This is an optimization exercise on Yosys and OpenROAD, whose aim is small area, a short achievable clock period and few clock cycles, not a production implementation. The RTL was checked by simulation tests, not by an equivalence proof against the original design. Power and IR drop assume default switching activity.

==> branch delta <==
==> flow/design.v (excerpt) <==
module lutic (
    input  wire        clk,
    input  wire        rst,
    input  wire        reg_wr,
    input  wire [11:0] reg_addr,
    input  wire [31:0] reg_wdata,
    output reg  [31:0] reg_rdata,
    output wire        irq,
    output reg         mem_req,
    output reg         mem_we,
    output reg  [1:0]  mem_size,
    output reg  [31:0] mem_addr,
    output reg  [31:0] mem_wdata,
    input  wire        mem_ready,
    input  wire [31:0] mem_rdata
);
    localparam [31:0] ID_VALUE = 32'h534C0007;
    localparam [3:0] OPC_NOP      = 4'h0;
    localparam [3:0] OPC_VALIDATE = 4'h1;
    localparam [3:0] OPC_UNLOCK   = 4'h2;
    localparam [3:0] OPC_COMPOSE  = 4'h3;
    localparam [3:0] OPC_GATHER   = 4'h4;
    localparam [3:0] OPC_LUTREAD  = 4'h5;
    localparam [3:0] OPC_MAPPIXEL = 4'h6;
    localparam [3:0] OPC_MAPROW   = 4'h7;
    localparam [3:0] OPC_MAPPLANE = 4'h8;
    localparam [3:0] OPC_APPLY    = 4'h9;
    localparam [7:0] F_CFG_ARITY       = 8'h01;
    localparam [7:0] F_CFG_DEPTH       = 8'h02;
    localparam [7:0] F_CFG_LUT_WIDTH   = 8'h03;
    localparam [7:0] F_CFG_LUT_PLANES  = 8'h04;
    localparam [7:0] F_CFG_NDST        = 8'h05;
    localparam [7:0] F_CFG_ROUTE       = 8'h06;
    localparam [7:0] F_CFG_LUT_ADDR    = 8'h07;
    localparam [7:0] F_FMT_CONTAINER   = 8'h10;
    localparam [7:0] F_FMT_SUBSAMPLING = 8'h11;
    localparam [7:0] F_FMT_DIM         = 8'h12;
  ...
clock: 22.0 ns
lec_check: 0
cap_margin: 35
cell_pad_in_sites_detail_placement: 1
cell_pad_in_sites_global_placement: 2
core_margin: 2
core_utilization: 25
place_density: 0.55
setup_slack_margin: 5
slew_margin: 35
run.sh (not shown) runs the stock make flow with config.mk's settings and CLKGATE_MAP_FILE= SYNTH_SCRIPT=/design/flow/synth_recipe.tcl, a recipe that flattens the netlist after the stock synthesis.
==> inputs of branch pepper, as changes to branch delta <==
--- a/flow/design.v
+++ b/flow/design.v
@@ -518,17 +518,19 @@
     always @* begin
         gs_new = g_s;
         v_new  = v;
         if (dfresh && dgat)  gs_new[16*dslot +: 16] = rd16;
         if (dfresh && !dgat) v_new[32*dslot +: 32] = rd_val;
     end
-    wire [2:0]  j_cur  = route_of(route, dg, k);
-    wire [1:0]  sx_j   = pss[4*j_cur +: 2];
+    reg  [8:0]  ub;
+    reg  [2:0]  jr;
+    reg  [1:0]  sxr;
+    wire [2:0]  j_cur  = jr;
+    wire [1:0]  sx_j   = sxr;
     wire [17:0] xs     = ({2'b00, wx} << wdx) >> sx_j;
-    wire [3:0]  u_bus  = (op == OP_W) ? 4'd6 + {2'd0, w_d} : {1'b0, j_cur};
-    wire [31:0] ptr_bus = sel32(ptr, u_bus);
+    wire [31:0] ptr_bus = selo32(ptr, ub);
     wire [1:0]  f_p    = (opc == OPC_LUTREAD) ? cmd_d :
                          is_packed ? pk_lane[2*c +: 2] : dst_lutpl[2*dg +: 2];
     wire [31:0] lutp_bus = (f_p == 2'd0) ? lutp[31:0] : (f_p == 2'd1) ? lutp[63:32] :
                            (f_p == 2'd2) ? lutp[95:64] : lutp[127:96];
     wire [23:0] idx_cur = (opc == OPC_LUTREAD) ? idx_r : compose(g_s, A, B);
     wire [17:0] x3     = {2'b00, wx} + {1'b0, wx, 1'b0};
@@ -554,33 +556,16 @@
     end
     wire [1:0]  fp_nx   = is_packed ? pk_lane[1:0] : dst_lutpl[2*dg +: 2];
     wire [31:0] lutp_nx = (fp_nx == 2'd0) ? lutp[31:0] : (fp_nx == 2'd1) ? lutp[63:32] :
                           (fp_nx == 2'd2) ? lutp[95:64] : lutp[127:96];
     wire [31:0] fpart_nx = lutp_nx + ({8'd0, compose(gs_part, A, B)} << dblg);
     wire [4:0]  fsh     = ((A == 2'd1) ? 5'd0 : (A == 2'd2) ? B : 5'd16) + {3'd0, dblg};
-    reg  [33:0] rd_sh;
-    always @* begin
-        case (fsh)
-            5'd0:  rd_sh = {18'd0, rd16};
-            5'd1:  rd_sh = {17'd0, rd16, 1'd0};
-            5'd2:  rd_sh = {16'd0, rd16, 2'd0};
-            5'd8:  rd_sh = {10'd0, rd16, 8'd0};
-            5'd9:  rd_sh = {9'd0, rd16, 9'd0};
-            5'd10: rd_sh = {8'd0, rd16, 10'd0};
-            5'd11: rd_sh = {7'd0, rd16, 11'd0};
-            5'd12: rd_sh = {6'd0, rd16, 12'd0};
-            5'd13: rd_sh = {5'd0, rd16, 13'd0};
-            5'd14: rd_sh = {4'd0, rd16, 14'd0};
-            5'd16: rd_sh = {2'd0, rd16, 16'd0};
-            5'd17: rd_sh = {1'd0, rd16, 17'd0};
-            default: rd_sh = {rd16, 18'd0};
-        endcase
-    end
-    wire [31:0] ad_f    = fpart + rd_sh[31:0];
+    wire [31:0] ad_f;
+    lutic_fadd u_fadd (.base(fpart), .smp(rd16), .sh(fsh), .sum(ad_f));
     wire        ffresh  = dfresh && dgat && (op == OP_F);
-    wire        stall = (op == OP_G) ? pend[j_cur] : (op == OP_W) ? pend[6 + w_d] : 1'b0;
+    wire        stall = (op != OP_F) && ((pend & ub) != 9'd0);
     wire        run_req = state[I_RUN] && !stall && !rd_bad;
     wire        hs = run_req && mem_ready;
     wire [1:0]  wl = (is_packed || pixmaj) ? c : 2'd0;
     always @* begin
         mem_req   = run_req;
         mem_we    = (op == OP_W);
@@ -708,13 +693,25 @@
             if (rst || (hwe && (wr_dp || wr_sp) && wr_u == wi && wa[1:0] == 2'd1)) pss[4*wi +: 4] <= wd[3:0];
             if (rst || (hwe && (wr_dp || wr_sp) && wr_u == wi && wa[1:0] == 2'd2)) pbase[32*wi +: 32] <= wd;
             if (rst || (hwe && (wr_dp || wr_sp) && wr_u == wi && wa[1:0] == 2'd3)) pstride[32*wi +: 32] <= wd;
         end
     end
     integer wi;
-    always @(posedge clk) fpart <= fpart_nx;
+    wire [1:0]  v_op  = hs ? n_op  : op;
+    wire [1:0]  v_k   = hs ? n_k   : k;
+    wire [1:0]  v_c   = hs ? n_c   : c;
+    wire [1:0]  v_grp = hs ? n_grp : grp;
+    wire [1:0]  v_d   = hs ? n_d   : d_cur;
+    wire [2:0]  v_j   = route_of(route, pixmaj ? v_grp : v_d, v_k);
+    wire [1:0]  v_wd  = pixmaj ? v_c : v_d;
+    always @(posedge clk) begin
+        fpart <= fpart_nx;
+        jr    <= v_j;
+        sxr   <= pss[4*v_j +: 2];
+        ub    <= (v_op == OP_W) ? (9'd64 << v_wd) : (9'd1 << v_j);
+    end
     always @(posedge clk) begin
         if (rst) begin
             st_busy <= 1'b0; st_done <= 1'b0; st_fault <= 1'b0; st_werr <= 1'b0; st_cfg_valid <= 1'b0;
             fault_code <= 8'd0; fault_unit <= 8'd0; fault_slot <= 2'd0; fault_lane <= 2'd0;
             fault_posv <= 1'b0; fault_addrv <= 1'b0;
             idx_r <= 24'd0; result_r <= 32'd0; samp_r <= 48'd0;
@@ -945,6 +942,32 @@
                 ({32{ph_hit && wa[1:0] == 2'd1}} & {28'd0, pss[4*ri +: 4]}) |
                 ({32{ph_hit && wa[1:0] == 2'd2}} & pbase[32*ri +: 32]) |
                 ({32{ph_hit && wa[1:0] == 2'd3}} & pstride[32*ri +: 32]);
         end
     end
 endmodule
+module lutic_fadd (
+    input  wire [31:0] base,
+    input  wire [15:0] smp,
+    input  wire [4:0]  sh,
+    output wire [31:0] sum
+);
+    reg [33:0] x;
+    always @* begin
+        case (sh)
+            5'd0:  x = {18'd0, smp};
+            5'd1:  x = {17'd0, smp, 1'd0};
+            5'd2:  x = {16'd0, smp, 2'd0};
+            5'd8:  x = {10'd0, smp, 8'd0};
+            5'd9:  x = {9'd0, smp, 9'd0};
+            5'd10: x = {8'd0, smp, 10'd0};
+            5'd11: x = {7'd0, smp, 11'd0};
+            5'd12: x = {6'd0, smp, 12'd0};
+            5'd13: x = {5'd0, smp, 13'd0};
+            5'd14: x = {4'd0, smp, 14'd0};
+            5'd16: x = {2'd0, smp, 16'd0};
+            5'd17: x = {1'd0, smp, 17'd0};
+            default: x = {smp, 18'd0};
+        endcase
+    end
+    assign sum = base + x[31:0];
+endmodule
--- a/flow/config.mk
+++ b/flow/config.mk
@@ -10,6 +10,7 @@
 export CELL_PAD_IN_SITES_GLOBAL_PLACEMENT = 2
 export CORE_MARGIN = 2
 export CORE_UTILIZATION = 25
 export PLACE_DENSITY = 0.55
 export SETUP_SLACK_MARGIN = 5
 export SLEW_MARGIN = 35
+export SYNTH_HIERARCHICAL = 1
==> qor summary <==
                                                                                branch delta  branch pepper
Result of the run                                           no timing/DRC/antenna violations  no timing/DRC/antenna violations
Mux contribution to synthesized area                                                   5.59%          5.08%
Number of cells in the design after placement                                          20121          20240
Worst Hold Launch                                                   fault_unit[7]$_SDFF_PP0_  jr[0]$_DFF_P_
P_clk                                                                              0.00432 W      0.00445 W
Post-synthesis register bit count                                                       1991           2005
Count of cells along the worst hold path                                                   1              0
Area fraction in compound gates after synthesis                                        25.5%          25.2%
Switching power of the nets                                                        0.00378 W      0.00373 W
Sequential cells                                                                        1991           2005
First-pass GRT wire length                                                        1250000 um     1270000 um
VDD IR-drop max                                                                  0.0000721 V    0.0000587 V
Final period utilization                                                               73.9%          72.0%
Growth of design area from synthesis to finish                                         17.3%          17.6%
Capture point of the critical path                                              mem_addr[29]   mem_addr[28]
Proportion of cell area occupied by registers                                          37.8%          37.8%
Clock latency of the later-clocked register in the worst-skew pair                   1050 ps        1010 ps
Area fraction of clock buffers and clock inverters                                     5.30%          5.41%
Design internal power                                                              0.00744 W      0.00751 W
Switching share of total power                                                         33.7%          33.2%
Testbench counts of branch delta, summed over its fixed seeds: cycles 135,736.
Testbench counts of branch pepper, summed over its fixed seeds: cycles 135,736.

==> port drivers added, routing unchanged <==
How much do the figures lean on ideal ports? The routed layouts below were timed once more, with nothing changed but the port constraints. Step 1: set_driving_cell puts a clkbuf_16 on clk and a buf_2 on each other input, an assumption about the parent block. Step 2 moves the port delays by t, midway between the first and last clock arrival at a register: inputs arrive t later, outputs are due t later. That takes back most of the time a late clock gives input paths. Slacks: ideal / step 1 / step 2; pairs: ideal / step 1.
run	t, ns	setup WS [ns]	latest minus earliest clock arrival (ns)
branch delta	1.121	5.748 / 5.625 / 6.746	0.113 / 0.113
branch pepper	1.114	6.151 / 6.013 / 6.732	0.065 / 0.064
After both steps setup and hold are still met in every run listed.
